From an optimization exercise on the open Yosys and OpenROAD flow, aimed at small area; shortcuts taken in it are not production practice. In this exercise RTL edits were held to simulation tests only and were not proved equivalent to the original. Power is estimated from default activity; no workload was simulated.

[design/flow/config.mk]
export PLATFORM = sky130hd
export DESIGN_NAME = gnp_bitio
export DESIGN_NICKNAME = gnp_bitio
export VERILOG_FILES = /design/flow/design.v
export SDC_FILE = /design/flow/constraint.sdc
export NUM_CORES = 4
export LEC_CHECK = 0
export ABC_AREA = 1
export CAP_MARGIN = 20
export CORE_MARGIN = 2
export CORE_UTILIZATION = 30
export GPL_TIMING_DRIVEN = 0
export SETUP_SLACK_MARGIN = 0.5
export SLEW_MARGIN = 20
[design/flow/constraint.sdc]
create_clock -name core_clock -period 18.0 [get_ports {clk}]
set_input_delay 3.6000 -clock core_clock [delete_from_list [all_inputs] [get_ports {clk}]]
set_output_delay 3.6000 -clock core_clock [all_outputs]
set_load 0.01 [all_outputs]
[design/flow/design.v]
module gnp_bitmath (
    input  wire x,
    input  wire y,
    input  wire sub,
    input  wire c,
    output wire s,
    output wire co
);
    wire yy = y ^ sub;
    assign s  = x ^ yy ^ c;
    assign co = (x & yy) | (x & c) | (yy & c);
endmodule
module gnp_bitio (
    input  wire        clk,
    input  wire        rst,           
    input  wire        cmd_valid,
    output reg         cmd_ready,
    input  wire [31:0] cmd_data,
    output reg         rsp_valid,
    input  wire        rsp_ready,
    output reg  [31:0] rsp_data,
    output reg         rsp_last,
    output reg         mem_req,
    output reg         mem_we,
    output reg  [11:0] mem_addr,
    output reg  [31:0] mem_wdata,
    input  wire        mem_gnt,
    input  wire        mem_rvalid,
    input  wire [31:0] mem_rdata
);
    localparam [3:0] ST_OK = 4'd0, ST_INVCAP = 4'd1, ST_CAPEXC = 4'd2,
                     ST_OVF = 4'd3, ST_PADNZ = 4'd4, ST_MISAL = 4'd5,
                     ST_BITSR = 4'd6, ST_RANGE = 4'd7, ST_BUFB = 4'd8,
                     ST_NOTB = 4'd9, ST_FAULTED = 4'd10, ST_ILLEGAL = 4'd11,
                     ST_DESYNC = 4'd12;
    localparam [3:0] C_POP = 4'd0, C_BREQ = 4'd1, C_WNEW = 4'd2, C_WBITS = 4'd3,
                     C_WFLUSH = 4'd4, C_WALIGN = 4'd5, C_WBYTES = 4'd6, C_WINT = 4'd7,
                     C_RNEW = 4'd8, C_RBITS = 4'd9, C_RALIGN = 4'd10, C_RBYTES = 4'd11,
                     C_RINT = 4'd12, C_ILL = 4'd13;
    localparam [4:0] S_IDLE = 5'd0, S_HCOPY = 5'd1, S_OPW = 5'd2, S_OPASS = 5'd3,
                     S_CHK = 5'd4, S_DEC = 5'd5, S_COMMIT = 5'd6, S_WSUB = 5'd7,
                     S_PUSH = 5'd8, S_STORE = 5'd9, S_BSET = 5'd10, S_BWAIT = 5'd11,
                     S_DEC4 = 5'd12, S_POP = 5'd13, S_RREQ = 5'd14, S_RWAIT = 5'd15,
                     S_LOAD = 5'd16, S_SEND = 5'd17;
    reg [4:0]  state;
    reg [4:0]  ph;
    reg [3:0]  cls;
    reg [1:0]  opn;           
    reg [5:0]  k;             
    reg [5:0]  L;             
    reg [3:0]  ST;            
    reg        c;             
    reg        f1, f2, f3;    
    reg        gt;            
    reg        lst;           
    reg        dat;           
    reg        ic, ib;        
    reg [31:0] A, B, CR1, CR2;
    reg [31:0] wsc;
    reg [4:0]  wsb;
    reg        wbound, wfault, wdesync;
    reg [31:0] rsc;
    reg [5:0]  rcnt;
    reg        rbound;
    wire [7:0] hop   = cmd_data[7:0];
    wire       hz24  = cmd_data[31:8] == 24'd0;
    wire       hz18  = cmd_data[31:14] == 18'd0;
    reg  [3:0] dcls;
    always @* begin
        case (hop)
            8'h01:   dcls = hz24 ? C_POP    : C_ILL;
            8'h02:   dcls = hz24 ? C_BREQ   : C_ILL;
            8'h10:   dcls = hz24 ? C_WNEW   : C_ILL;
            8'h11:   dcls = hz18 ? C_WBITS  : C_ILL;
            8'h12:   dcls = hz24 ? C_WFLUSH : C_ILL;
            8'h13:   dcls = hz24 ? C_WALIGN : C_ILL;
            8'h14:   dcls = C_WBYTES;
            8'h15:   dcls = hz24 ? C_WINT   : C_ILL;
            8'h20:   dcls = hz24 ? C_RNEW   : C_ILL;
            8'h21:   dcls = hz18 ? C_RBITS  : C_ILL;
            8'h23:   dcls = hz24 ? C_RALIGN : C_ILL;
            8'h24:   dcls = C_RBYTES;
            8'h25:   dcls = hz24 ? C_RINT   : C_ILL;
            default: dcls = C_ILL;
        endcase
    end
    wire isnew  = (cls == C_WNEW) || (cls == C_RNEW);
    wire isw    = (cls == C_WBITS) || (cls == C_WINT) || (cls == C_WALIGN) || (cls == C_WBYTES);
    wire isr    = (cls == C_RBITS) || (cls == C_RINT) || (cls == C_RALIGN) || (cls == C_RBYTES);
    wire isby   = (cls == C_WBYTES) || (cls == C_RBYTES);
    wire       busbit = cmd_data[k[4:0]];
    wire [5:0] nrc    = 6'd0 - rcnt;
    wire       rbit   = rsc[nrc[4:0]];
    wire       need;
    wire       popv   = need & rbit;
    wire       at0    = ph == 5'd0;
    wire       at31   = ph == 5'd31;
    wire       sync   = ph == k[4:0];
    wire       klast  = k == 6'd31;
    wire       run    = k != 6'd0;
    wire       pgo    = run || (ph == ((cls == C_WINT && state == S_OPASS) ? wsb : 5'd0));
    reg  sx, sy, ssub;
    wire ss, sco;
    gnp_bitmath u_add (.x(sx), .y(sy), .sub(ssub), .c(k == 6'd0 ? ssub : c), .s(ss), .co(sco));
    wire sneg = sx ^ ~sy ^ sco;       
    always @* begin
        sx = busbit; sy = B[0]; ssub = 1'b1;
        case (state)
            S_OPASS: begin
                if (isnew) begin
                    sx = busbit; sy = (k >= 6'd2) & B[30]; ssub = 1'b0;
                end else if (cls == C_WINT && opn == 2'd1) begin
                    sx = A[0]; sy = busbit; ssub = 1'b1;
                end
            end
            S_POP:  begin sx = popv; sy = B[0]; ssub = 1'b0; end
            S_DEC4: begin sx = B[0]; sy = (k == 6'd10); ssub = 1'b1; end
            default: ;
        endcase
    end
    wire [2:0] wpad = 3'd0 - wsb[2:0];
    wire [2:0] rpad = rcnt[2:0];
    wire [5:0] cl   = (cls == C_WALIGN) ? {3'd0, wpad} :
                      (cls == C_RALIGN) ? {3'd0, rpad} : L;
    assign need = (cls == C_WFLUSH) ? (wsb != 5'd0) : (k < L);
    reg        cx, cy;
    always @* begin
        if (isby) cx = (k >= 6'd3) && (isw ? B[12] : B[30]);
        else      cx = (k < 6'd6) && cl[k[2:0]];
        if (k >= 6'd18)              cy = 1'b0;
        else if (isr && k < 6'd5)    cy = rcnt[k[2:0]];
        else                         cy = CR2[0];
    end
    wire cmp_start = isw ? (ph == 5'd25) : (ph == 5'd7);
    wire cmp_last  = isby ? (k == 6'd26) : (k == 6'd17);
    wire rok   = !f2 && (L != 6'd0) && f1 && !f3;
    wire l_big = L > 6'd32;
    reg [3:0] code;
    always @* begin
        code = ST_OK;
        case (cls)
            C_POP:  code = ST_OK;
            C_BREQ: code = f2 ? ST_RANGE : ST_OK;
            C_WNEW, C_RNEW:
                code = f3 ? ST_INVCAP : f1 ? ST_BUFB : ST_OK;
            C_WFLUSH:
                code = !wbound ? ST_NOTB : wfault ? ST_FAULTED : ST_OK;
            C_WBITS, C_WINT, C_WALIGN, C_WBYTES: begin
                if (!wbound)                                  code = ST_NOTB;
                else if (wfault)                              code = ST_FAULTED;
                else if (wdesync)                             code = ST_DESYNC;
                else if (cls == C_WBITS && l_big)             code = ST_BITSR;
                else if (cls == C_WINT && !rok)               code = ST_RANGE;
                else if (cls == C_WALIGN && wpad == 3'd0)     code = ST_OK;
                else if (cls == C_WBYTES && wsb[2:0] != 3'd0) code = ST_MISAL;
                else if (gt)                                  code = ST_CAPEXC;
                else                                          code = ST_OK;
            end
            C_RBITS, C_RINT, C_RALIGN, C_RBYTES: begin
                if (!rbound)                                  code = ST_NOTB;
                else if (cls == C_RBITS && l_big)             code = ST_BITSR;
                else if (cls == C_RINT && (f2 || L == 6'd0))  code = ST_RANGE;
                else if (cls == C_RALIGN && rpad == 3'd0)     code = ST_OK;
                else if (cls == C_RBYTES && rcnt[2:0] != 3'd0) code = ST_MISAL;
                else if (gt)                                  code = ST_OVF;
                else                                          code = ST_OK;
            end
            default: code = ST_ILLEGAL;
        endcase
    end
    wire code_ok = code == ST_OK;
    wire wlatch  = isw && (code == ST_DESYNC || code == ST_BITSR || code == ST_RANGE ||
                           code == ST_MISAL || code == ST_CAPEXC);
    wire bzero   = !f2;                   
    wire g0  = (state == S_STORE) && at0 && mem_gnt;
    wire g12 = (state == S_RREQ) && (ph == 5'd12) && mem_gnt;
    wire commit = (state == S_COMMIT) && (run || at0);
    wire wsub   = (state == S_WSUB) && (run || ph == 5'd25);
    reg cr1_in, ic_n;
    always @* begin
        cr1_in = CR1[0];
        ic_n   = 1'b0;
        if (ph < 5'd12) begin
            if (commit && cls == C_WNEW) cr1_in = B[0];
            else begin
                cr1_in = CR1[0] ^ (at0 ? g0 : ic);
                ic_n   = CR1[0] & (at0 ? g0 : ic);
            end
        end else if (ph < 5'd24) begin
            if (commit && cls == C_RNEW) cr1_in = B[20];
            else begin
                cr1_in = CR1[0] ^ ((ph == 5'd12) ? g12 : ic);
                ic_n   = CR1[0] & ((ph == 5'd12) ? g12 : ic);
            end
        end
    end
    reg cr2_in, ib_n;
    always @* begin
        cr2_in = CR2[0];
        ib_n   = 1'b0;
        if (ph >= 5'd12 && ph <= 5'd24) begin
            if (commit && cls == C_RNEW) cr2_in = A[22];
            else begin
                cr2_in = CR2[0] ^ ((ph == 5'd12) ? g12 : ib);
                ib_n   = ~CR2[0] & ((ph == 5'd12) ? g12 : ib);
            end
        end else begin
            if (commit && cls == C_WNEW)
                cr2_in = (ph < 5'd25 || ph > 5'd27) & A[4];
            else if (wsub) begin
                cr2_in = CR2[0] ^ cx ^ ((ph == 5'd25) ? 1'b0 : ib);
                ib_n   = (~CR2[0] & (cx | ((ph == 5'd25) ? 1'b0 : ib))) |
                         (cx & ((ph == 5'd25) ? 1'b0 : ib));
            end
        end
    end
    wire [5:0] lv = dat ? L : {2'b0, ST};
    always @* begin
        cmd_ready = 1'b0;
        case (state)
            S_IDLE:  cmd_ready = (dcls != C_WBYTES) && (dcls != C_RBYTES);
            S_HCOPY: cmd_ready = pgo && klast;
            S_OPASS: cmd_ready = pgo && klast;
            S_DEC:   cmd_ready = (cls == C_WBITS) && !code_ok;
            S_PUSH:  cmd_ready = !need && (cls == C_WBITS || cls == C_WBYTES);
            S_BWAIT: cmd_ready = (ST != ST_OK);
            default: cmd_ready = 1'b0;
        endcase
        rsp_valid = (state == S_SEND) && at0;
        rsp_data  = A;
        rsp_last  = lst;
        mem_req   = ((state == S_STORE) && at0) || ((state == S_RREQ) && (ph == 5'd12));
        mem_we    = (state == S_STORE);
        mem_addr  = CR1[11:0];
        mem_wdata = wsc;
    end
    always @(posedge clk) begin
        A   <= {A[0], A[31:1]};
        B   <= {B[0], B[31:1]};
        CR1 <= {cr1_in, CR1[31:1]};
        CR2 <= {cr2_in, CR2[31:1]};
        wsc <= {wsc[0], wsc[31:1]};
        ic  <= ic_n;
        ib  <= ib_n;
        ph  <= ph + 5'd1;
        if (rst) begin
            state  <= S_IDLE;
            ph     <= 5'd0;
            wbound <= 1'b0;
            rbound <= 1'b0;
        end else begin
            case (state)
            S_IDLE: if (cmd_valid) begin
                cls <= dcls;
                L   <= cmd_data[13:8];
                opn <= 2'd0;
                dat <= 1'b0;
                k   <= 6'd0;
                case (dcls)
                    C_WBYTES, C_RBYTES:                 state <= S_HCOPY;
                    C_POP, C_BREQ, C_WNEW, C_RNEW,
                    C_WINT, C_RINT, C_WBITS:            state <= S_OPW;
                    default:                            state <= S_CHK;
                endcase
            end
            S_HCOPY: if (pgo) begin
                B[31] <= busbit;
                if (k >= 6'd8) f2 <= f2 | busbit;
                if (k == 6'd8) f2 <= busbit;
                k     <= k + 6'd1;
                if (klast) begin
                    k     <= 6'd0;
                    state <= S_CHK;
                end
            end
            S_OPW: if (cmd_valid) begin
                k   <= 6'd0;
                if (isnew) begin
                    f1 <= 1'b0;
                    f2 <= 1'b0;
                    f3 <= 1'b0;
                end
                if (opn == 2'd2) f3 <= 1'b0;
                state <= (cls == C_WBITS) ? S_CHK : S_OPASS;
            end
            S_OPASS: if (pgo) begin
                k   <= k + 6'd1;
                c   <= sco;
                if (cls == C_POP) begin
                    L <= L + {5'd0, busbit};
                end else if (isnew && opn == 2'd1) begin
                    A[31] <= busbit;
                    if (k < 6'd2) f3 <= f3 | busbit;
                    if (k < 6'd14) f2 <= f2 | ss;
                    if (k == 6'd14) f1 <= f1 | (ss & f2);
                    if (k > 6'd14) f1 <= f1 | ss;
                    if (klast) f1 <= f1 | ss | sco | B[31] | B[0];
                end else if (opn == 2'd0) begin
                    if (cls == C_WINT) A[31] <= busbit;
                    else               B[31] <= busbit;
                end else if (cls == C_WINT && opn == 2'd1) begin
                    A[31] <= ss;
                    B[31] <= busbit;
                    if (klast) f1 <= !sneg;
                end else begin
                    if (ss) L <= k + 6'd1;
                    if (klast) f2 <= sneg;
                    if (cls == C_WINT && A[0] != ss) f3 <= A[0];
                end
                if (klast) begin
                    k   <= 6'd0;
                    opn <= opn + 2'd1;
                    if (opn + 2'd1 == ((cls == C_WINT) ? 2'd3 : (cls == C_POP) ? 2'd1 : 2'd2))
                        state <= S_CHK;
                    else
                        state <= S_OPW;
                end
            end
            S_CHK: begin
                if (!(isw || isr)) state <= S_DEC;
                else if (run || cmp_start) begin
                    k   <= k + 6'd1;
                    if (!run) gt <= cx & ~cy;
                    else if (cx != cy) gt <= cx;
                    if (cmp_last) state <= S_DEC;
                end else begin
                    k <= 6'd0;
                end
            end
            S_DEC: begin
                ST  <= code;
                lst <= 1'b1;
                k   <= 6'd0;
                if (wlatch) wfault <= 1'b1;
                state <= S_LOAD;
                case (cls)
                    C_POP, C_BREQ, C_RBITS, C_RINT: lst <= !code_ok;
                    C_RBYTES: lst <= !code_ok || bzero;
                    C_WNEW, C_RNEW: if (code_ok) state <= S_COMMIT;
                    C_WBITS, C_WINT: if (code_ok) state <= S_WSUB;
                    C_WALIGN: begin
                        L <= {3'd0, wpad};
                        if (code_ok && wpad != 3'd0) state <= S_WSUB;
                    end
                    C_WFLUSH: if (code_ok && wsb != 5'd0) state <= S_PUSH;
                    C_WBYTES: if (!bzero) state <= (code_ok ? S_WSUB : S_BSET);
                    C_RALIGN: begin
                        L  <= {3'd0, rpad};
                        f1 <= 1'b0;
                        if (code_ok && rpad != 3'd0) state <= S_POP;
                    end
                    default: ;
                endcase
            end
            S_COMMIT: if (pgo) begin
                k   <= k + 6'd1;
                if (klast) begin
                    k <= 6'd0;
                    if (cls == C_WNEW) begin
                        wsb     <= 5'd0;
                        wfault  <= 1'b0;
                        wdesync <= 1'b0;
                        wbound  <= 1'b1;
                    end else begin
                        rcnt    <= 6'd0;
                        rbound  <= 1'b1;
                    end
                    state <= S_LOAD;
                end
            end
            S_WSUB: if (run || ph == 5'd25) begin
                k   <= k + 6'd1;
                if (cmp_last) begin
                    k   <= 6'd0;
                    state <= (cls == C_WBYTES) ? S_BSET : S_PUSH;
                end
            end else k <= 6'd0;
            S_PUSH: begin
                if (need) begin
                    if (ph == wsb) begin
                        wsc[31] <= (cls == C_WINT) ? A[0] :
                                   (cls == C_WBITS || cls == C_WBYTES) ? busbit : 1'b0;
                        wsb <= wsb + 5'd1;
                        k   <= k + 6'd1;
                        if (wsb == 5'd31) state <= S_STORE;
                    end
                end else begin
                    k   <= 6'd0;
                    if (cls == C_WFLUSH) wdesync <= 1'b1;
                    state <= (cls == C_WBYTES) ? S_DEC4 : S_LOAD;
                end
            end
            S_STORE: if (g0) state <= S_PUSH;
            S_BSET: if (at0) begin
                L   <= (B[31:10] != 22'd0) ? 6'd32 : {1'b0, B[9:8], 3'd0};
                lst <= (B[31:11] == 21'd0) && (B[10:8] <= 3'd4);
                k   <= 6'd0;
                state <= (cls == C_WBYTES) ? S_BWAIT : S_POP;
            end
            S_BWAIT: if (cmd_valid) begin
                k   <= 6'd0;
                state <= (ST == ST_OK) ? S_PUSH : S_DEC4;
            end
            S_DEC4: if (pgo) begin
                B[31] <= ss;
                c     <= sco;
                k     <= k + 6'd1;
                if (klast) begin
                    k <= 6'd0;
                    if (cls == C_RBYTES) state <= S_SEND;
                    else                 state <= lst ? S_LOAD : S_BSET;
                end
            end
            S_POP: begin
                if (k[5]) begin
                    k   <= 6'd0;
                    if (cls == C_RALIGN) begin
                        ST    <= f1 ? ST_PADNZ : ST_OK;
                        state <= S_LOAD;
                    end else if (cls == C_RBYTES) begin
                        state <= S_DEC4;
                    end else begin
                        state <= S_SEND;
                    end
                end else if (sync) begin
                    if (need && rcnt == 6'd0) begin
                        state <= S_RREQ;
                    end else begin
                        if (need) rcnt <= rcnt - 6'd1;
                        A[31] <= (cls == C_RINT) ? ss : popv;
                        if (cls == C_RINT) c <= sco;
                        f1 <= f1 | popv;
                        k  <= k + 6'd1;
                    end
                end
            end
            S_RREQ: if (g12) state <= S_RWAIT;
            S_RWAIT: if (mem_rvalid) begin
                rsc   <= mem_rdata;
                rcnt  <= 6'd32;
                state <= S_POP;
            end
            S_LOAD: if (pgo) begin
                A[31] <= (k < 6'd6) ? lv[k[2:0]] : 1'b0;
                k     <= k + 6'd1;
                if (klast) begin
                    k     <= 6'd0;
                    state <= S_SEND;
                end
            end
            S_SEND: if (at0 && rsp_ready) begin
                k   <= 6'd0;
                dat <= 1'b1;
                if (lst) state <= S_IDLE;
                else begin
                    lst <= 1'b1;
                    case (cls)
                        C_POP, C_BREQ: state <= S_LOAD;
                        C_RBYTES:      state <= S_BSET;
                        default:       state <= S_POP;
                    endcase
                end
            end
            default: state <= S_IDLE;
            endcase
        end
    end
endmodule
[design/flow/flow/run.sh]
#!/bin/bash
# Standard ORFS layout (the standard.sh, standard synthesis unchanged) with
# these changes: synthesis buffers are removed at floorplan, port buffers use
# the smallest buffer cell, and CTS uses smaller clock buffers with larger
# sink clusters and no dummy loads. The make output goes to a log file in the
# work folder; ORFS keeps each step's log in orfs/logs.
set -euo pipefail
export REMOVE_ABC_BUFFERS=1
export BUFFER_PORTS_ARGS="-buffer_cell sky130_fd_sc_hd__buf_1"
export CTS_ARGS="-sink_clustering_enable -repair_clock_nets -dont_use_dummy_load -buf_list sky130_fd_sc_hd__clkbuf_8 -sink_clustering_size 14 -sink_clustering_max_diameter 80"
bash standard.sh finish > standard_flow.log 2>&1
[design/flow/standard.sh]
#!/bin/bash
# synth_recipe.tcl (not shown) runs the flow's synth.tcl, then flattens the netlist and writes it again
# the make line also repeats each setting of config.mk as NAME=value (left out here)
make -C /OpenROAD-flow-scripts/flow DESIGN_CONFIG=/design/flow/config.mk WORK_HOME=/design/flow/orfs CLKGATE_MAP_FILE= SYNTH_SCRIPT=/design/flow/synth_recipe.tcl "${@:-finish}"
==> results.cfg, run 1 <==
[outcome]
run_status = complete, no violations

[synth]
yosysWarningCount = 1
ys_ff_latch = 248
top_reg_cell_synth = sky130_fd_sc_hd__dfxtp_1
synth_area_leader_cell = sky130_fd_sc_hd__dfxtp_1
edff_count_synth = 74
synth_top_cell_area_share_pct = 30.1
synth_cells = 1435
synth_area_um2 = 11600
synth.yosys.seq_area_share_pct = 49.2
post_synth.cell_area_avg_um2 = 8.08
synth.top_cells.by_area = sky130_fd_sc_hd__dfxtp_1, sky130_fd_sc_hd__edfxtp_1, sky130_fd_sc_hd__nand2_1
synth_cell_type_count = 55
synth-async-reset-ratio_pct = 0

[grt]
use_met2_pct = 27.3
grt_busiest_layer = met2
overflow = 0
grt_antenna_before_repair = 1
grt.total_usage_pct = 18.5
grt_pass1_vias = 10000
grt_use_met1_pct = 26.0
grt_util_met3_pct = 4.45
grt_start_max_net_pins = 27
grt_first_pass_wirelength_um = 57700

[setup_path]
crit_required_ns = 14.40
timing.critical_path.arrival_ns = 5.84
cp_slowest_stage_delay_ns = 0.37
r2r_path_start = rcnt[0]
cp-startpoint = cmd_data[0]
reg2reg_depth = 12
crit_slowest_cell = sky130_fd_sc_hd__nor3_1
cp-end-kind = output port
worstReg2RegEnd = L[0]
crit_buf_inv = 4
r2r_slack_ns = 12.59
critPathTopFamily = simple AND/OR/NAND/NOR gates
path_class = in -> out
cp_cell_sequence = buf_1, inv_1, nor3_1, nand2_1, nand2_1, nor2_1, nand2_1, nor2_1, nor2_2, nand3_1, inv_1, ha_1, nand2_1, nand2_1, nand2_1, nand2_1, nand2_1, buf_1
critical_path.max_fanout = 6
startpoint_type = primary input
critical-path-top-cell-by-count = sky130_fd_sc_hd__nand2_1

[power_and_ir_drop]
p_switching_uw = 507
seq_pwr_share_pct = 49.9
internal_power_uw = 846
combinationalPowerShare_pct = 28.4
cellLeakagePower_uw = 0.00547
ir_drop_worst_case_vdd_v = 0.0000688
clock_power_share_pct = 21.7
netSwitchingFraction_pct = 37.5
power.density_cell_area_nw_per_um2 = 104

[timing]
timing_hold_violations_final = 0
finalCriticalPeriod_ns = 9.44
min_period_over_period_pct = 52.5
setup-violations-final = 0
worst_hold_slack_ns = 0.316
max_slew_margin_pct = 32.8
worst-slew-pin-transition_ns = 1.01
grt_setup_unrepaired = false
final.setup_skew_ns = 0.0263
final_critical_path_setup_slack_ns = 8.56
fmax_mhz = 106
setup_total_negative_slack_ns = 0
timing_max_transition_violations_final = 0

[cells_and_area]
layout.cells.most_common = sky130_fd_sc_hd__nand2_1
num-nets-final = 1684
drive_above_1_share_pct = 5.52
syn2layout_area_growth_pct = 12.0
num_antenna_cells = 0
postLayoutCoreUtil_pct = 33.8
most-common-layout-cells = sky130_fd_sc_hd__nand2_1, sky130_fd_sc_hd__inv_1, sky130_fd_sc_hd__dfxtp_1
finish.cell_count_without_fillers = 2095
fill_count = 4150

[placed_design]
place.detailed.hpwl_um = 29500
routabilityCongestion = 1.00
dpl.cell_count = 2072
io_buffers = 150
dp_slack_ns = 8.60

[route]
ant_nets = 0
detail_route.first_pass.iterations = 7
first_iter_violations = 889
viasPerCell = 4.95
post_route_wl_um = 38000
post-route-drc-count = 0
wire_per_inst_um = 18.1
detailed_route_via_count = 10400

[clocking]
path_clk_slew_ns = 0.10
cts.htree.levels = 1
cts_tree = done
insertion_delay_ns = 0.57
cts.repair.resized = 0
clock_tree.buffer_depth = 3
tritoncts.num_buffers = 23
ctsHoldBuffers = 0
cts_setup_buffers = 0
clock_tree.root_cell = sky130_fd_sc_hd__clkbuf_8
tritoncts_num_sinks = 248

[floorplan]
floorplan.die_area_um2 = 40200
horizontal_extent_of_the_die_um = 201
die_h_um = 201
initial_utilization_pct = 30.2
core_area_um2 = 38400
floorplan.rows = 72
num_io_pins = 151

[min_path]
whs_endpoint = B[3]
hold_path.class = reg -> reg
worst_hold_path.num_cells = 0
worst_hold_startpoint = B[4]

[flow_run]
max_cap_viol_count = 0
[synth_stat cells (4+ instances only)]
cell type and n:
sky130_fd_sc_hd__nand2_1 313, sky130_fd_sc_hd__inv_1 190, sky130_fd_sc_hd__dfxtp_1 174, sky130_fd_sc_hd__nor2_1 149, sky130_fd_sc_hd__nand3_1 117, sky130_fd_sc_hd__edfxtp_1 74, sky130_fd_sc_hd__o21ai_0 66, sky130_fd_sc_hd__a21oi_1 58
sky130_fd_sc_hd__nor3_1 38, sky130_fd_sc_hd__ha_1 33, sky130_fd_sc_hd__nand4_1 19, sky130_fd_sc_hd__buf_4 13, sky130_fd_sc_hd__clkbuf_1 12, sky130_fd_sc_hd__inv_2 12, sky130_fd_sc_hd__o31ai_1 12, sky130_fd_sc_hd__buf_2 11
sky130_fd_sc_hd__xor2_1 11, sky130_fd_sc_hd__nor4_1 10, sky130_fd_sc_hd__o211ai_1 9, sky130_fd_sc_hd__a211oi_1 8, sky130_fd_sc_hd__nand2_2 8, sky130_fd_sc_hd__nor2_2 8, sky130_fd_sc_hd__o2111ai_1 8, sky130_fd_sc_hd__o22ai_1 6
sky130_fd_sc_hd__xnor2_1 6, sky130_fd_sc_hd__a22oi_1 5, sky130_fd_sc_hd__nand3_2 5, sky130_fd_sc_hd__nor2_4 5, sky130_fd_sc_hd__a2111oi_0 4, sky130_fd_sc_hd__a21oi_2 4, sky130_fd_sc_hd__nand3b_1 4, sky130_fd_sc_hd__o21ai_1 4
[through the flow]
step | power, µW | instance area (µm²)
global placement | 1050 | 12600
CTS | 1360 | 13000
detailed placement | 1060 | 12700
floorplan | 909 | 11400
finish | 1350 | 13000
global route | 1440 | 13000
[kinds of logic (layout without fill, tap and decap cells)]
kind of cell | count (synthesis) | count (layout) | synth area share [%]
and+or+nand+nor | 690 | 690 | 26.4
DFF | 248 | 248 | 49.2
buffers and inverters | 240 | 382 | 8.38
AOI/OAI and AO/OA | 204 | 204 | 10.7
adders and majority gates | 35 | 35 | 3.91
xor gates and xnor gates | 17 | 17 | 1.28
muxes | 1 | 1 | 0.0864
[registers in the layout, indices dropped and copies added (netlist names), 2 cells and up]
signal / flops
state: 5
CR1: 32
B: 32
rsc: 32
rcnt: 6
wsc: 32
wsb: 5
ph: 5
k: 6
A: 32
ST: 4
L: 6
CR2: 32
opn: 2
cls: 4
[layer usage]
layer	share of wire (%)	vias to the layer above
met2	42	419
met4	3.7	4
met5	0.23	-
met3	9.4	74
li1	-	5005
met1	45	4865
[cell type report]
type	instances	area [µm²]	share of cell area, %
flip-flops and latches	248	5710	43.9
multi-input cells	947	4940	38.0
inverters	203	762	5.87
well taps	518	648	4.99
repair buffers	156	618	4.76
clock buffers	23	317	2.44
[worst max-delay path by stage]
stage,endpoint,slack [ns],cells after the start
floorplan,cmd_ready,9.28,16
global placement,cmd_ready,8.63,18
detailed placement,cmd_ready,8.60,18
CTS,cmd_ready,8.58,18
global route,cmd_ready,8.27,19
finish,cmd_ready,8.56,18
[power by group through the flow]
stage	logic [µW]	registers, µW	clock network, µW
6_report	384	675	294
3_3_place_gp	361	691	0
2_1_floorplan	244	665	0
5_1_grt	427	680	328
4_1_cts	377	674	309
3_5_place_dp	375	686	0
==> run 2, diff against run 1 <==
--- a/design/flow/flow/run.sh
+++ b/design/flow/flow/run.sh
@@ -8,4 +8,4 @@
 export REMOVE_ABC_BUFFERS=1
 export BUFFER_PORTS_ARGS="-buffer_cell sky130_fd_sc_hd__buf_1"
-export CTS_ARGS="-sink_clustering_enable -repair_clock_nets -dont_use_dummy_load -buf_list sky130_fd_sc_hd__clkbuf_8 -sink_clustering_size 14 -sink_clustering_max_diameter 80"
+export CTS_ARGS="-sink_clustering_enable -repair_clock_nets -dont_use_dummy_load -buf_list sky130_fd_sc_hd__clkbuf_8 -sink_clustering_size 16 -sink_clustering_max_diameter 60"
 bash standard.sh finish > standard_flow.log 2>&1
--- a/design/flow/config.mk
+++ b/design/flow/config.mk
@@ -9,5 +9,5 @@
 export CAP_MARGIN = 20
 export CORE_MARGIN = 2
-export CORE_UTILIZATION = 30
+export CORE_UTILIZATION = 60
 export GPL_TIMING_DRIVEN = 0
 export SETUP_SLACK_MARGIN = 0.5
==> run 2 against run 1 <==
Area after synthesis unchanged; clock-buffer cell count down 2; clock skew up 0.0077 ns; critical path type unchanged; highest routed layer is now met4.
==> results.cfg, run 2 <==
[synth]
synth_cell_type_count = 55
post_synth.cell_area_avg_um2 = 8.08
most_common_cell_in_the_netlist = sky130_fd_sc_hd__nand2_1
top_reg_cell_synth = sky130_fd_sc_hd__dfxtp_1
synth_area_um2 = 11600
synth_area_leader_cell = sky130_fd_sc_hd__dfxtp_1
synth_top_cell_area_share_pct = 30.1
edff_count_synth = 74
yosys-top-cells-count = sky130_fd_sc_hd__nand2_1, sky130_fd_sc_hd__inv_1, sky130_fd_sc_hd__dfxtp_1, sky130_fd_sc_hd__nor2_1, sky130_fd_sc_hd__nand3_1
synth.top_cells.by_area = sky130_fd_sc_hd__dfxtp_1, sky130_fd_sc_hd__edfxtp_1, sky130_fd_sc_hd__nand2_1
synth-async-reset-ratio_pct = 0
synth.yosys.seq_area_share_pct = 49.2
synth_cells = 1435
yosysWarningCount = 1
ys_ff_latch = 248

[setup_path]
critical_path.max_fanout = 4
crit_slowest_cell = sky130_fd_sc_hd__nor3_1
critical-path-top-cell-by-count = sky130_fd_sc_hd__nand2_1
crit_required_ns = 14.40
timing.critical_path.arrival_ns = 5.69
startpoint_type = primary input
critPathTopFamily = simple AND/OR/NAND/NOR gates
cp_cell_sequence = buf_1, nor2_1, inv_1, nor3_1, nand2_1, nand2_1, nor2_1, nand2_1, nor2_1, nor2_2, nand3_1, inv_1, ha_1, nand2_1, nand2_1, nand2_1, nand2_1, nand2_1, buf_1
cp-end-kind = output port
path_class = in -> out
cp_slowest_stage_delay_ns = 0.25
crit_buf_inv = 4

[timing]
max_slew_margin_pct = 25.5
worst-slew-pin-transition_ns = 1.12
final.setup_skew_ns = 0.0340
min_period_over_period_pct = 51.6
grt_setup_unrepaired = false
finalCriticalPeriod_ns = 9.29
fmax_mhz = 108
setup_total_negative_slack_ns = 0
timing_max_transition_violations_final = 0
setup-violations-final = 0
final_critical_path_setup_slack_ns = 8.71
timing_hold_violations_final = 0

[clocking]
insertion_delay_ns = 0.54
cts_setup_buffers = 0
cts_tree = done
cts.repair.resized = 0
path_clk_slew_ns = 0.09
clock_tree.buffer_depth = 3
tritoncts_num_sinks = 248
cts.htree.levels = 1
clock_tree.root_cell = sky130_fd_sc_hd__clkbuf_8
ctsHoldBuffers = 0
tritoncts.num_buffers = 21

[grt]
overflow = 0
grt_first_pass_wirelength_um = 52500
grt_pass1_vias = 9742
grt_start_max_net_pins = 27
grt_antenna_before_repair = 0
grt.total_usage_pct = 33.6

[min_path]
hold_path.class = reg -> reg

[placed_design]
io_buffers = 150
dpl.cell_count = 1812
dp_slack_ns = 8.73
place.detailed.hpwl_um = 27100
routabilityCongestion = 1.03

[floorplan]
num_io_pins = 151
core_area_um2 = 18800
floorplan.rows = 50
die_h_um = 143
floorplan.die_area_um2 = 20400
initial_utilization_pct = 61.6
horizontal_extent_of_the_die_um = 143

[route]
routed.top_layer = met4
wl_met2_um = 15100
detailroute.wirelength.met3_um = 3540
first_iter_violations = 1064
viasPerCell = 5.77
detail_route.wirelength.met1_um = 14200
detail_route.first_pass.iterations = 6
detailed_route_via_count = 10600
ant_nets = 0
wire_per_inst_um = 18.8
post_route_wl_um = 34500
post-route-drc-count = 0

[cells_and_area]
num_antenna_cells = 0
fill_count = 1625
final-seq-area_um2 = 5710
syn2layout_area_growth_pct = 9.01
most-common-layout-cells = sky130_fd_sc_hd__nand2_1, sky130_fd_sc_hd__inv_1, sky130_fd_sc_hd__dfxtp_1
finish.cell_count_without_fillers = 1833
drive_above_1_share_pct = 5.21
num-nets-final = 1680
multi_input_comb_area_um2 = 4940
layout.cells.most_common = sky130_fd_sc_hd__nand2_1

[flow_run]
max_cap_viol_count = 0

[power_and_ir_drop]
cellLeakagePower_uw = 0.00544
power.density_cell_area_nw_per_um2 = 105
ir_drop_worst_case_vdd_v = 0.000100

[outcome]
run_status = complete, no violations
-- run 2: area by class of cell --
| class | count | share of cell area, % |
|---|---|---|
| well taps | 260 | 2.57 |
| clock buffers | 21 | 2.29 |
| multi-input cells | 947 | 39.1 |
| inverters | 203 | 6.03 |
| repair buffers | 154 | 4.88 |
| flip-flops and latches | 248 | 45.2 |
-- run 2: final timing paths --
kind | start | end | slack (ns) | depth (start not counted)
hold / removal | CR1[23] | CR1[22] | 0.32 | 0
setup reg to reg | rcnt[0] | L[0] | 12.74 | 13
setup / recovery | cmd_data[2] | cmd_ready | 8.71 | 19
hold reg to reg | CR1[23] | CR1[22] | 0.32 | 0
-- run 2: report_power, final --
| group | leakage, µW | internal, µW | switching, µW |
|---|---|---|---|
| sequential | 0.00210 | 618 | 57.4 |
| combinational | 0.00320 | 116 | 259 |
| clock | 0.000151 | 105 | 168 |
-- run 2: metrics by stage --
stage	hold slack [ns]	util [%]	total power [µW]	area [µm²]
floorplan	0.310	-	909	11400
global placement	0.310	65.2	1030	12300
detailed placement	0.312	65.6	1050	12300
CTS	0.315	67.1	1310	12600
global route	0.319	67.1	1380	12600
finish	0.322	67.1	1320	12600
-- run 2: metal layers --
layer	global-route usage, %	vias to the layer above
met5	0	-
met4	12.7	0
met3	6.64	103
met2	52.7	580
met1	46.2	4883
li1	-	5006
-- run 2: cell families after synthesis --
family | count (synthesis) | share of synthesized area (%)
XOR/XNOR | 17 | 1.28
flip-flops | 248 | 49.2
buffers and inverters | 240 | 8.38
multiplexers | 1 | 0.0864
adder cells (fa/ha/maj) | 35 | 3.91
AO/OA/AOI/OAI | 204 | 10.7
AND/OR/NAND/NOR | 690 | 26.4
==> run 3, diff against run 2 <==
--- a/design/flow/flow/run.sh
+++ b/design/flow/flow/run.sh
@@ -8,4 +8,4 @@
 export REMOVE_ABC_BUFFERS=1
 export BUFFER_PORTS_ARGS="-buffer_cell sky130_fd_sc_hd__buf_1"
-export CTS_ARGS="-sink_clustering_enable -repair_clock_nets -dont_use_dummy_load -buf_list sky130_fd_sc_hd__clkbuf_8 -sink_clustering_size 16 -sink_clustering_max_diameter 60"
+export CTS_ARGS="-sink_clustering_enable -repair_clock_nets -dont_use_dummy_load -buf_list sky130_fd_sc_hd__clkbuf_16 -sink_clustering_size 30 -sink_clustering_max_diameter 60"
 bash standard.sh finish > standard_flow.log 2>&1
==> run 3 against run 2 <==
Sequential share of layout area fell by 0.39 points; critical path depth fell by 1; clock power rose by 22%; die area did not move; cell area rose by 0.88%; wire length rose by 1.6%; critical path type unchanged.
==> results.cfg, run 3 <==
[floorplan]
core_area_um2 = 18800
horizontal_extent_of_the_die_um = 143
floorplan.die_area_um2 = 20400
floorplan.rows = 50
die_h_um = 143
initial_utilization_pct = 61.6
num_io_pins = 151

[timing]
timing_max_transition_violations_final = 0
fmax_mhz = 108
timing_hold_violations_final = 0
setup_total_negative_slack_ns = 0
min_period_over_period_pct = 51.6
setup-violations-final = 0
worst-slew-pin-transition_ns = 1.09
finalCriticalPeriod_ns = 9.29
max_slew_margin_pct = 27.1
final.setup_skew_ns = 0.0896
grt_setup_unrepaired = false

[grt]
grt_first_pass_wirelength_um = 53200
overflow = 0
grt.total_usage_pct = 34.3
grt_pass1_vias = 9776
grt_antenna_before_repair = 0
grt_start_max_net_pins = 31

[placed_design]
dpl.cell_count = 1812
place.detailed.hpwl_um = 27100
io_buffers = 150
routabilityCongestion = 1.03

[setup_path]
cp-startpoint = cmd_data[0]
path_class = in -> out
reg2reg_depth = 13
timing.critical_path.arrival_ns = 5.69
cp-end-kind = output port
critical_path.max_fanout = 6
endpoint = cmd_ready
crit_slowest_cell = sky130_fd_sc_hd__nor3_1
cp_slowest_stage_delay_ns = 0.33
r2r_path_start = rcnt[0]
worstReg2RegEnd = L[0]
crit_required_ns = 14.40
r2r_slack_ns = 12.71
startpoint_type = primary input
cp_cell_sequence = buf_1, inv_1, nor3_1, nand2_1, nand2_1, nor2_1, nand2_1, nor2_1, nor2_2, nand3_1, inv_1, ha_1, nand2_1, nand2_1, nand2_1, nand2_1, nand2_1, buf_1
critical-path-top-cell-by-count = sky130_fd_sc_hd__nand2_1

[power_and_ir_drop]
ir_drop_worst_case_vdd_v = 0.0000957
power.density_cell_area_nw_per_um2 = 108
seq_pwr_share_pct = 49.0
netSwitchingFraction_pct = 35.4
combinationalPowerShare_pct = 27.0
clock_power_share_pct = 24.0
internal_power_uw = 892
p_switching_uw = 488
cellLeakagePower_uw = 0.00549

[outcome]
run_status = complete, no violations

[clocking]
cts.repair.resized = 0
cts_tree = done
path_clk_slew_ns = 0.10
tritoncts_num_sinks = 248
tritoncts.num_buffers = 16
insertion_delay_ns = 0.53
cts_setup_buffers = 0
clock_tree.root_cell = sky130_fd_sc_hd__clkbuf_16
ctsHoldBuffers = 0
clock_tree.buffer_depth = 3
cts.htree.levels = 1

[synth]
synth_top_cell_area_share_pct = 30.1
synth_cell_type_count = 55
most_common_cell_in_the_netlist = sky130_fd_sc_hd__nand2_1
synth-async-reset-ratio_pct = 0
ys_ff_latch = 248
synth.top_cells.by_area = sky130_fd_sc_hd__dfxtp_1, sky130_fd_sc_hd__edfxtp_1, sky130_fd_sc_hd__nand2_1
yosys-top-cells-count = sky130_fd_sc_hd__nand2_1, sky130_fd_sc_hd__inv_1, sky130_fd_sc_hd__dfxtp_1, sky130_fd_sc_hd__nor2_1, sky130_fd_sc_hd__nand3_1
top_reg_cell_synth = sky130_fd_sc_hd__dfxtp_1
edff_count_synth = 74
yosysWarningCount = 1
synth_area_um2 = 11600
synth_cells = 1435
synth_area_leader_cell = sky130_fd_sc_hd__dfxtp_1
synth.yosys.seq_area_share_pct = 49.2
post_synth.cell_area_avg_um2 = 8.08

[cells_and_area]
num_antenna_cells = 0
most-common-layout-cells = sky130_fd_sc_hd__nand2_1, sky130_fd_sc_hd__inv_1, sky130_fd_sc_hd__dfxtp_1
syn2layout_area_growth_pct = 9.97
drive_above_1_share_pct = 4.91
layout.cells.most_common = sky130_fd_sc_hd__nand2_1
num-nets-final = 1675
finish.cell_count_without_fillers = 1828

[min_path]
worst_hold_path.num_cells = 0
hold_path.class = reg -> reg

[route]
wire_per_inst_um = 19.1
detailed_route_via_count = 10500
detail_route.first_pass.iterations = 6
post_route_wl_um = 35000
ant_nets = 0
post-route-drc-count = 0
viasPerCell = 5.77
first_iter_violations = 1071

[flow_run]
max_cap_viol_count = 0
==> run 3: changes by cell type in the layout (fill, tap and decap cells not counted), sizes merged <==
cell / change
clkbuf: -5
==> run 3: worst min-delay path by stage <==
| stage | start | end | slack [ns] |
|---|---|---|---|
| finish | CR1[23] | CR1[22] | 0.29 |
| floorplan | B[1] | B[0] | 0.31 |
| global placement | CR2[16] | CR2[15] | 0.31 |
| CTS | A[30] | A[29] | 0.29 |
| global route | CR1[23] | CR1[22] | 0.29 |
| detailed placement | CR2[16] | CR2[15] | 0.31 |
==> run 3: worst max-delay path, delay by kind of cell <==
family	cells	cell delay [ns]
buffers and inverters	4	0.56
adders and majority gates	1	0.16
and+or+nand+nor	13	1.37
==> run 3: routing by layer <==
metal / track usage (%) / share of wire (%) / vias to the layer above
li1: - / - / 5003
met1: 46.7 / 41 / 4860
met2: 54.7 / 45 / 586
met3: 6.27 / 10 / 100
met4: 13.0 / 4.2 / 0
met5: 0 / 0 / -
==> run 3: kinds of logic after synthesis <==
kind of cell,Yosys count,synth area share [%]
xor gates and xnor gates,17,1.28
AOI/OAI and AO/OA,204,10.7
DFF,248,49.2
adders and majority gates,35,3.91
and+or+nand+nor,690,26.4
buffers and inverters,240,8.38
muxes,1,0.0864
==> run 3: layout make-up <==
type                    instances  area, µm²
inverters                     203        762
repair buffers                154        617
fillers                      1579       6080
flip-flops and latches        248       5710
multi-input cells             947       4940
well taps                     260        325
clock buffers                  16        400
==> run 3: per-stage QoR <==
stage | hold slack [ns] | instance area, µm² | util, % | total power (µW) | setup slack (ns)
2_1_floorplan | 0.310 | 11400 | - | 909 | 9.28
3_3_place_gp | 0.310 | 12300 | 65.2 | 1030 | 8.83
3_5_place_dp | 0.312 | 12300 | 65.6 | 1050 | 8.73
4_1_cts | 0.287 | 12700 | 67.7 | 1370 | 8.74
5_1_grt | 0.287 | 12700 | 67.7 | 1440 | 8.41
6_report | 0.288 | 12700 | 67.7 | 1380 | 8.71
==> run 3: power groups by stage <==
stage                     clock, µW  combinational (µW)  sequential (µW)
after floorplan                   0                 244              665
after global placement            0                 342              689
after detailed placement          0                 360              686
after CTS                       330                 363              674
after global routing            347                 411              679
final                           331                 373              677
==> run 4, diff against run 3 <==
--- a/design/flow/flow/run.sh
+++ b/design/flow/flow/run.sh
@@ -8,4 +8,4 @@
 export REMOVE_ABC_BUFFERS=1
 export BUFFER_PORTS_ARGS="-buffer_cell sky130_fd_sc_hd__buf_1"
-export CTS_ARGS="-sink_clustering_enable -repair_clock_nets -dont_use_dummy_load -buf_list sky130_fd_sc_hd__clkbuf_16 -sink_clustering_size 30 -sink_clustering_max_diameter 60"
+export CTS_ARGS="-sink_clustering_enable -repair_clock_nets -dont_use_dummy_load -buf_list sky130_fd_sc_hd__clkbuf_8 -sink_clustering_size 20 -sink_clustering_max_diameter 60"
 bash standard.sh finish > standard_flow.log 2>&1
==> run 4 against run 3 <==
Still clean; area after synthesis unchanged; clock power decreased by 23%; sequential power hardly changed; clock-buffer cell count rose by 2; critical endpoint unchanged.
==> results.cfg, run 4 <==
[setup_path]
cp-end-kind = output port
crit_buf_inv = 4
path_class = in -> out
critical_path.max_fanout = 6
crit_required_ns = 14.40
cp_slowest_stage_delay_ns = 0.34
r2r_slack_ns = 12.71
startpoint_type = primary input
critPathTopFamily = simple AND/OR/NAND/NOR gates
critical-path-top-cell-by-count = sky130_fd_sc_hd__nand2_1
crit_slowest_cell = sky130_fd_sc_hd__nor3_1
cp_cell_sequence = buf_1, inv_1, nor3_1, nand2_1, nand2_1, nor2_1, nand2_1, nor2_1, nor2_2, nand3_1, inv_1, ha_1, nand2_1, nand2_1, nand2_1, nand2_1, nand2_1, buf_1
timing.critical_path.arrival_ns = 5.68

[synth]
yosysWarningCount = 1
yosys-top-cells-count = sky130_fd_sc_hd__nand2_1, sky130_fd_sc_hd__inv_1, sky130_fd_sc_hd__dfxtp_1, sky130_fd_sc_hd__nor2_1, sky130_fd_sc_hd__nand3_1
synth_cells = 1435
synth_area_um2 = 11600
synth_top_cell_area_share_pct = 30.1
synth_cell_type_count = 55
most_common_cell_in_the_netlist = sky130_fd_sc_hd__nand2_1
synth.yosys.seq_area_share_pct = 49.2
post_synth.cell_area_avg_um2 = 8.08
top_reg_cell_synth = sky130_fd_sc_hd__dfxtp_1
ys_ff_latch = 248
synth_area_leader_cell = sky130_fd_sc_hd__dfxtp_1
synth.top_cells.by_area = sky130_fd_sc_hd__dfxtp_1, sky130_fd_sc_hd__edfxtp_1, sky130_fd_sc_hd__nand2_1
synth-async-reset-ratio_pct = 0
edff_count_synth = 74

[flow_run]
max_cap_viol_count = 0

[route]
post_route_wl_um = 34600
detail_route.first_pass.iterations = 5
detailed_route_via_count = 10500
first_iter_violations = 989
wire_per_inst_um = 18.9
viasPerCell = 5.76
ant_nets = 0
post-route-drc-count = 0

[power_and_ir_drop]
ir_drop_worst_case_vdd_v = 0.0000747
cellLeakagePower_uw = 0.00542
power.density_cell_area_nw_per_um2 = 104

[clocking]
clock_tree.buffer_depth = 3
path_clk_slew_ns = 0.11
cts_tree = done
cts.htree.levels = 1
ctsHoldBuffers = 0
cts_setup_buffers = 0
tritoncts.num_buffers = 18
cts.repair.resized = 0
clock_tree.root_cell = sky130_fd_sc_hd__clkbuf_8
insertion_delay_ns = 0.54
tritoncts_num_sinks = 248

[floorplan]
num_io_pins = 151
core_area_um2 = 18800
die_h_um = 143
initial_utilization_pct = 61.6
horizontal_extent_of_the_die_um = 143
floorplan.rows = 50
floorplan.die_area_um2 = 20400

[cells_and_area]
drive_above_1_share_pct = 5.03
final-seq-area_um2 = 5710
num-nets-final = 1677
num_antenna_cells = 0
multi_input_comb_area_um2 = 4940
fill_count = 1627
layout.cells.most_common = sky130_fd_sc_hd__nand2_1
most-common-layout-cells = sky130_fd_sc_hd__nand2_1, sky130_fd_sc_hd__inv_1, sky130_fd_sc_hd__dfxtp_1
syn2layout_area_growth_pct = 8.66

[outcome]
run_status = complete, no violations

[grt]
grt_first_pass_wirelength_um = 52600
grt_start_max_net_pins = 27
grt_util_met3_pct = 6.54
grt_busiest_layer = met2
grt.total_usage_pct = 33.8
grt_antenna_before_repair = 0
overflow = 0
use_met2_pct = 52.9
grt_use_met1_pct = 46.3
grt_pass1_vias = 9770

[timing]
fmax_mhz = 108
timing_max_transition_violations_final = 0
worst-slew-pin-transition_ns = 1.11
final.setup_skew_ns = 0.0506
max_slew_margin_pct = 26.2
worst_hold_slack_ns = 0.299
grt_setup_unrepaired = false
setup_total_negative_slack_ns = 0
timing_hold_violations_final = 0
finalCriticalPeriod_ns = 9.28
min_period_over_period_pct = 51.6
setup-violations-final = 0

[placed_design]
io_buffers = 150
place.detailed.hpwl_um = 27100
routabilityCongestion = 1.03

[min_path]
hold_path.class = reg -> reg
[run 4: cell type report]
cell class,count,area share (%)
Clock buffer,18,1.97
Inverter,203,6.05
Multi-Input combinational cell,947,39.2
Sequential cell,248,45.3
Tap cell,260,2.58
Timing Repair Buffer,154,4.90
[run 4: cells by family (layout without fill, tap and decap cells)]
group           after synthesis  in the layout  share of synthesized area, %
xor+xnor                     17             17                          1.28
compound gates              204            204                          10.7
fa+ha+maj                    35             35                          3.91
mux                           1              1                        0.0864
buf+inv                     240            375                          8.38
simple gates                690            690                          26.4
flops                       248            248                          49.2
[run 4: power breakdown]
part	leakage (µW)	internal (µW)	switching (µW)	total [µW]
registers	0.00210	618	58.1	676
clock network	0.000129	90.5	163	254
logic	0.00320	116	259	375
total	0.00542	824	480	1300
[run 4: worst reg2reg max path, delay by kind of cell, from the launching register on]
kind | cells | cell delay, ns
fa+ha+maj | 2 | 1.45
compound gates | 1 | 0.19
flops | 1 | 0.71
simple gates | 8 | 1.81
buf+inv | 2 | 0.75
[run 4: path summary, 6_finish.rpt]
path / from / endpoint / cells past startpoint
max: cmd_data[0] / cmd_ready / 18
min: CR1[23] / CR1[22] / 0
max reg2reg: rcnt[0] / L[1] / 13
min reg2reg: CR1[23] / CR1[22] / 0
[run 4: metrics by stage]
step	setup slack (ns)	instance area (µm²)	cells	util, %	power (µW)
4_1_cts	8.74	12600	1830	66.9	1290
3_5_place_dp	8.73	12300	1812	65.6	1050
5_1_grt	8.41	12600	1830	66.9	1360
3_3_place_gp	8.83	12300	1808	65.2	1030
6_report	8.72	12600	1830	66.9	1300
2_1_floorplan	9.28	11400	1398	-	909
[run 4: routing by layer]
layer,routed length (µm),vias up
li1,-,4999
met1,14400,4868
met2,15000,574
met3,3630,102
met4,1540,0
met5,0,-

==> what the ideal ports hide <==
The results above use ideal ports. As a check the final layouts listed here were re-extracted and re-timed, cells and wires unchanged.
Step 1, drivers: a clkbuf_16 drives clk and a buf_2 each remaining input, both assumed.
Step 2 adds t to the input delays and takes it off the output delays; t is the mean of the earliest and latest rising clock arrival at the registers after step 1. Input paths then give back, and output paths get back, about the clock's delay inside the block.
Slacks: no drivers / after step 1 / after step 2; pairs: no drivers / after step 1.
run | t, ns | setup slack, ns | clock arrival spread, ns | worst register clock-pin slew, ns | cell pins on the clock port's net
run 1 | 0.603 | 8.557 / 8.519 / 8.519 | 0.026 / 0.027 | 0.10 / 0.10 | 1
run 2 | 0.569 | 8.707 / 8.686 / 8.686 | 0.034 / 0.034 | 0.10 / 0.10 | 1
run 3 | 0.529 | 8.708 / 8.684 / 8.684 | 0.090 / 0.090 | 0.10 / 0.10 | 1
run 4 | 0.553 | 8.716 / 8.692 / 8.692 | 0.051 / 0.051 | 0.11 / 0.11 | 1
After both steps every run listed still meets setup and hold. For run 1, which loses most, drivers alone change the setup slack by -0.038 ns; drivers and shift together by -0.038 ns.
